Background: an optimization exercise with open tools, aiming at small area, a short achievable clock period and few clock cycles. Do not read the settings as production practice. In this exercise RTL edits were held to simulation tests only and were not proved equivalent to the original. Power is estimated from default activity; no workload was simulated.

// qr_segdec
module qr_segdec (
    input  wire        clk,
    input  wire        rst,
    input  wire        start,
    input  wire [5:0]  version,
    input  wire [11:0] ndata,
    output reg         busy,
    input  wire        in_valid,
    input  wire [7:0]  in_data,
    output wire        in_ready,
    output reg         out_valid,
    output reg  [7:0]  out_char,
    output reg         seg_valid,
    output reg  [1:0]  seg_cls,
    output reg  [3:0]  seg_ind,
    output reg  [15:0] seg_len,
    output reg         seg_trunc,
    output reg         seg_bad,
    output reg  [12:0] seg_n,
    output reg  [14:0] seg_pos
);
Size: about 1600 cells after synthesis, about 11000 µm² of cells after synthesis.
export LEC_CHECK = 0
export ABC_AREA = 1
export CAP_MARGIN = 20
export CORE_MARGIN = 2
export CORE_UTILIZATION = 67
export PLACE_DENSITY = 0.8
export SLEW_MARGIN = 20
create_clock -name core_clock -period 11.0 [get_ports {clk}]
standard.sh (not shown) runs the stock make flow with config.mk's settings and CLKGATE_MAP_FILE= SYNTH_SCRIPT=/design/flow/synth_recipe.tcl, a recipe that flattens the netlist after the stock synthesis.
==> flow/flow/run.sh <==
#!/bin/bash
# Standard layout, with two changes to how it is made (the clock period and
# the constraints are the design's):
#  - the resizer's repair_timing steps aim at a 7.5 ns setup margin;
#  - every port still gets its buffer, but a plain buf_1 instead of the
#    delay cell that buffer_ports picks by default.
set -euo pipefail
bash standard.sh SETUP_SLACK_MARGIN=7.5 \
  "BUFFER_PORTS_ARGS=-buffer_cell sky130_fd_sc_hd__buf_1" finish > standard_make.log 2>&1
The baseline finished clean.
Testbench counts at the start, summed over its fixed seeds: cycles 80,989.
Edit:
==> flow/flow/run.sh (replaced) <==
#!/bin/bash
# Standard layout, with three changes to how it is made (the clock period and
# the constraints are the design's):
#  - the resizer's repair_timing steps aim at a 7.75 ns setup margin;
#  - every port still gets its buffer, but a plain buf_1 instead of the
#    delay cell that buffer_ports picks by default;
#  - clock tree synthesis adds no dummy loads (its other arguments are
#    the standard flow's).
set -euo pipefail
bash standard.sh SETUP_SLACK_MARGIN=7.75 \
  "BUFFER_PORTS_ARGS=-buffer_cell sky130_fd_sc_hd__buf_1" \
  "CTS_ARGS=-sink_clustering_enable -repair_clock_nets -dont_use_dummy_load" \
  finish > standard_make.log 2>&1
--- a/flow/config.mk
+++ b/flow/config.mk
@@ -9,5 +9,5 @@
 export CAP_MARGIN = 20
 export CORE_MARGIN = 2
-export CORE_UTILIZATION = 67
-export PLACE_DENSITY = 0.8
+export CORE_UTILIZATION = 64
+export PLACE_DENSITY = 0.78
 export SLEW_MARGIN = 20
Result:
- routed wire length rose by 7.6%
- via count is higher by 2.7%
- clock power went down by 22%
- total power came out lower by 8.0%
- clock-buffer cell count stays the same
- worst setup slack gets better by 0.011 ns
- clock skew rose by 0.0093 ns
Edit:
==> flow/flow/run.sh (replaced) <==
#!/bin/bash
# Standard layout, with two changes to how it is made (the clock period and
# the constraints are the design's):
#  - the resizer's repair_timing steps aim at a 8.0 ns setup margin;
#  - every port still gets its buffer, but a plain buf_1 instead of the
#    delay cell that buffer_ports picks by default.
set -euo pipefail
bash standard.sh SETUP_SLACK_MARGIN=8.0 \
  "BUFFER_PORTS_ARGS=-buffer_cell sky130_fd_sc_hd__buf_1" finish > standard_make.log 2>&1
--- a/flow/config.mk
+++ b/flow/config.mk
@@ -9,5 +9,5 @@
 export CAP_MARGIN = 20
 export CORE_MARGIN = 2
-export CORE_UTILIZATION = 64
-export PLACE_DENSITY = 0.78
+export CORE_UTILIZATION = 60
+export PLACE_DENSITY = 0.75
 export SLEW_MARGIN = 20
Core utilization rose by 1.7 points.
Wire length climbs by a little under a tenth.
Clock-buffer cell count goes up by 5.
Total power climbs by a few percent.

========
## delta
qr_segdec again, from the RTL that the note above started with.
Design qr_segdec, start of the top module:
module qr_segdec (
    input  wire        clk,
    input  wire        rst,
    input  wire        start,
    input  wire [5:0]  version,
    input  wire [11:0] ndata,
    output reg         busy,
    input  wire        in_valid,
    input  wire [7:0]  in_data,
    output wire        in_ready,
    output reg         out_valid,
    output reg  [7:0]  out_char,
    output reg         seg_valid,
    output reg  [1:0]  seg_cls,
    output reg  [3:0]  seg_ind,
    output reg  [15:0] seg_len,
    output reg         seg_trunc,
    output reg         seg_bad,
    output reg  [12:0] seg_n,
    output reg  [14:0] seg_pos
);
Settings: LEC_CHECK=0, ABC_AREA=1, CAP_MARGIN=20, CORE_MARGIN=2, CORE_UTILIZATION=67, PLACE_DENSITY=0.8, SLEW_MARGIN=20; clock period 11.0 ns.
==> flow/flow/run.sh <==
#!/bin/bash
# Standard layout, with two changes to how it is made (the clock period and
# the constraints are the design's):
#  - the resizer's repair_timing steps aim at a 7.75 ns setup margin;
#  - every port still gets its buffer, but a plain buf_1 instead of the
#    delay cell that buffer_ports picks by default.
set -euo pipefail
bash standard.sh SETUP_SLACK_MARGIN=7.75 \
  "BUFFER_PORTS_ARGS=-buffer_cell sky130_fd_sc_hd__buf_1" finish > standard_make.log 2>&1
Testbench counts of delta, summed over its fixed seeds: cycles 80,989.
Inputs modified between delta and raven:
- CORE_UTILIZATION now 60, was 67
- PLACE_DENSITY now 0.75, was 0.8
==> flow/flow/run.sh <==
#!/bin/bash
# Standard layout, with two changes to how it is made (the clock period and
# the constraints are the design's):
#  - the resizer's repair_timing steps aim at a 7.5 ns setup margin;
#  - every port still gets its buffer, but a plain buf_1 instead of the
#    delay cell that buffer_ports picks by default.
set -euo pipefail
bash standard.sh SETUP_SLACK_MARGIN=7.5 \
  "BUFFER_PORTS_ARGS=-buffer_cell sky130_fd_sc_hd__buf_1" finish > standard_make.log 2>&1
- raven: PASS, flow complete, no timing, DRC or antenna violations
- Looking at delta and raven, the worst-case clock skew is a wash.
- Combinational power: raven < delta
- delta → raven: number of well taps increased by 14 relative to the old numbers, final layout net count now smaller.
- Compared raven vs delta, and critical path depth is down in raven.
- On power per standard cell area, the lower figure sits with delta, not raven.
- Comparing delta and raven, the lower die area is on delta.
- Higher placed cell count among delta and raven: raven
- Compared to delta, raven shows a wider setup margin.
Setup changes, raven to cedar
==> flow/flow/run.sh <==
#!/bin/bash
# Standard layout, with three changes to how it is made (the clock period and
# the constraints are the design's):
#  - the resizer's repair_timing steps aim at a 7.85 ns setup margin;
#  - every port still gets its buffer, but a plain buf_1 instead of the
#    delay cell that buffer_ports picks by default;
#  - clock tree synthesis adds no dummy loads (its other arguments are
#    the standard flow's).
set -euo pipefail
bash standard.sh SETUP_SLACK_MARGIN=7.85 \
  "BUFFER_PORTS_ARGS=-buffer_cell sky130_fd_sc_hd__buf_1" \
  "CTS_ARGS=-sink_clustering_enable -repair_clock_nets -dont_use_dummy_load" \
  finish > standard_make.log 2>&1
## What came out
cedar: all stages complete, timing, DRC and antenna checks passed
Sum of internal, switching and leakage power: higher on raven
Launch point of the worst path = cn: raven; launch point of the worst path = xx[9]: cedar
Going from raven to cedar, pin slew with the least headroom to its limit shows a reduction of 0.017 ns, total global-route track usage shows an increase of 1.1 points, net total in the final layout shows an increase of about 2.5%, flip-flop and latch share of the layout cell area shows a reduction of 1.3 points, total routed wirelength shows an increase of 5.8%.
### cedar -> xenon
- PLACE_DENSITY now 0.7, was 0.75
- CORE_UTILIZATION now 55, was 60
==> flow/flow/run.sh <==
#!/bin/bash
# Standard layout, with two changes to how it is made (the clock period and
# the constraints are the design's):
#  - the resizer's repair_timing steps aim at a 7.75 ns setup margin;
#  - every port still gets its buffer, but a plain buf_1 instead of the
#    delay cell that buffer_ports picks by default.
set -euo pipefail
bash standard.sh SETUP_SLACK_MARGIN=7.75 \
  "BUFFER_PORTS_ARGS=-buffer_cell sky130_fd_sc_hd__buf_1" finish > standard_make.log 2>&1
## What came out
On clock latency on the worst-skew pair, cedar and xenon are basically level.
[compare] base=cedar new=xenon: design area fell 1.5%, number of setup buffers added after CTS decreased by 14 relative to the old numbers.
cedar was carried through to the last stage, and its layout satisfied the timing, DRC and antenna checks.
xenon closes out successfully: all stages finished, all timing, DRC and antenna checks passed.
Setup changes, xenon to amber
- PLACE_DENSITY: 0.7 -> 0.75
- CORE_UTILIZATION: 55 -> 60
==> flow/flow/run.sh <==
#!/bin/bash
# Standard layout, with two changes to how it is made (the clock period and
# the constraints are the design's):
#  - the resizer's repair_timing steps aim at a 7.7 ns setup margin;
#  - every port still gets its buffer, but a plain buf_1 instead of the
#    delay cell that buffer_ports picks by default.
set -euo pipefail
bash standard.sh SETUP_SLACK_MARGIN=7.7 \
  "BUFFER_PORTS_ARGS=-buffer_cell sky130_fd_sc_hd__buf_1" finish > standard_make.log 2>&1
==> run summary <==
Clock power for amber is lower than for xenon.
[compare] base=xenon new=amber: relative area change from synthesis to final layout decreased by 2.4 points relative to the old numbers, wire length decreased by 280 microns relative to the old numbers, combinational power decreased by about 2% relative to the old numbers, time the worst path needs with I/O delays and setup increased by 0.027 ns relative to the old numbers, worst slack on hold paths decreased by 0.0050 ns relative to the old numbers.
[diff] worst setup slack, amber relative to xenon: regression
The total power of the final layout reported for amber is smaller than that of xenon by about 2.2%.
[inputs] maple vs amber
==> flow/flow/run.sh <==
#!/bin/bash
# Standard layout, with three changes to how it is made (the clock period and
# the constraints are the design's):
#  - the resizer's repair_timing steps aim at a 7.75 ns setup margin;
#  - every port still gets its buffer, but a plain buf_1 instead of the
#    delay cell that buffer_ports picks by default;
#  - clock tree synthesis adds no dummy loads (its other arguments are
#    the standard flow's).
set -euo pipefail
bash standard.sh SETUP_SLACK_MARGIN=7.75 \
  "BUFFER_PORTS_ARGS=-buffer_cell sky130_fd_sc_hd__buf_1" \
  "CTS_ARGS=-sink_clustering_enable -repair_clock_nets -dont_use_dummy_load" \
  finish > standard_make.log 2>&1
Findings:
The final routed wirelength across all metal layers of maple was superior to that of amber. Final critical delay including setup and external delays was lower in maple than in amber. Re final cell count: amber was higher than maple.

-- afterwards: timing with drivers on the ports --
How much do the figures lean on ideal ports? The routed layouts below were timed once more, with nothing changed but the port constraints.
Step 1, drivers: a clkbuf_16 drives clk and a buf_2 each remaining input, both assumed.
Step 2, shift: input delay + t, output delay - t, t = (earliest + latest rising clock arrival at the registers) / 2. This alone moves slack from input paths to output paths.
Slacks: ideal ports / drivers / drivers and shift; pairs: ideal ports / drivers.
run | shift t [ns] | setup WS [ns] | worst data-port slew with drivers (ns)
the first run of note 1 | 0.490 | 7.639 / 7.639 / 7.261 | 0.03
the second run of note 1 | 0.478 | 7.650 / 7.650 / 7.574 | 0.03
the third run of note 1 | 0.477 | 7.779 / 7.767 / 7.694 | 0.04
delta | 0.479 | 7.612 / 7.612 / 7.432 | 0.03
raven | 0.469 | 7.625 / 7.625 / 7.202 | 0.04
cedar | 0.469 | 7.834 / 7.813 / 7.556 | 0.03
xenon | 0.476 | 7.795 / 7.747 / 7.509 | 0.03
amber | 0.469 | 7.768 / 7.721 / 7.380 | 0.03
maple | 0.465 | 7.799 / 7.752 / 7.525 | 0.03
After both steps setup and hold are still met in every run listed. The setup slack of raven, which loses most, moves by 0.000 ns with the drivers and by -0.423 ns with both steps.
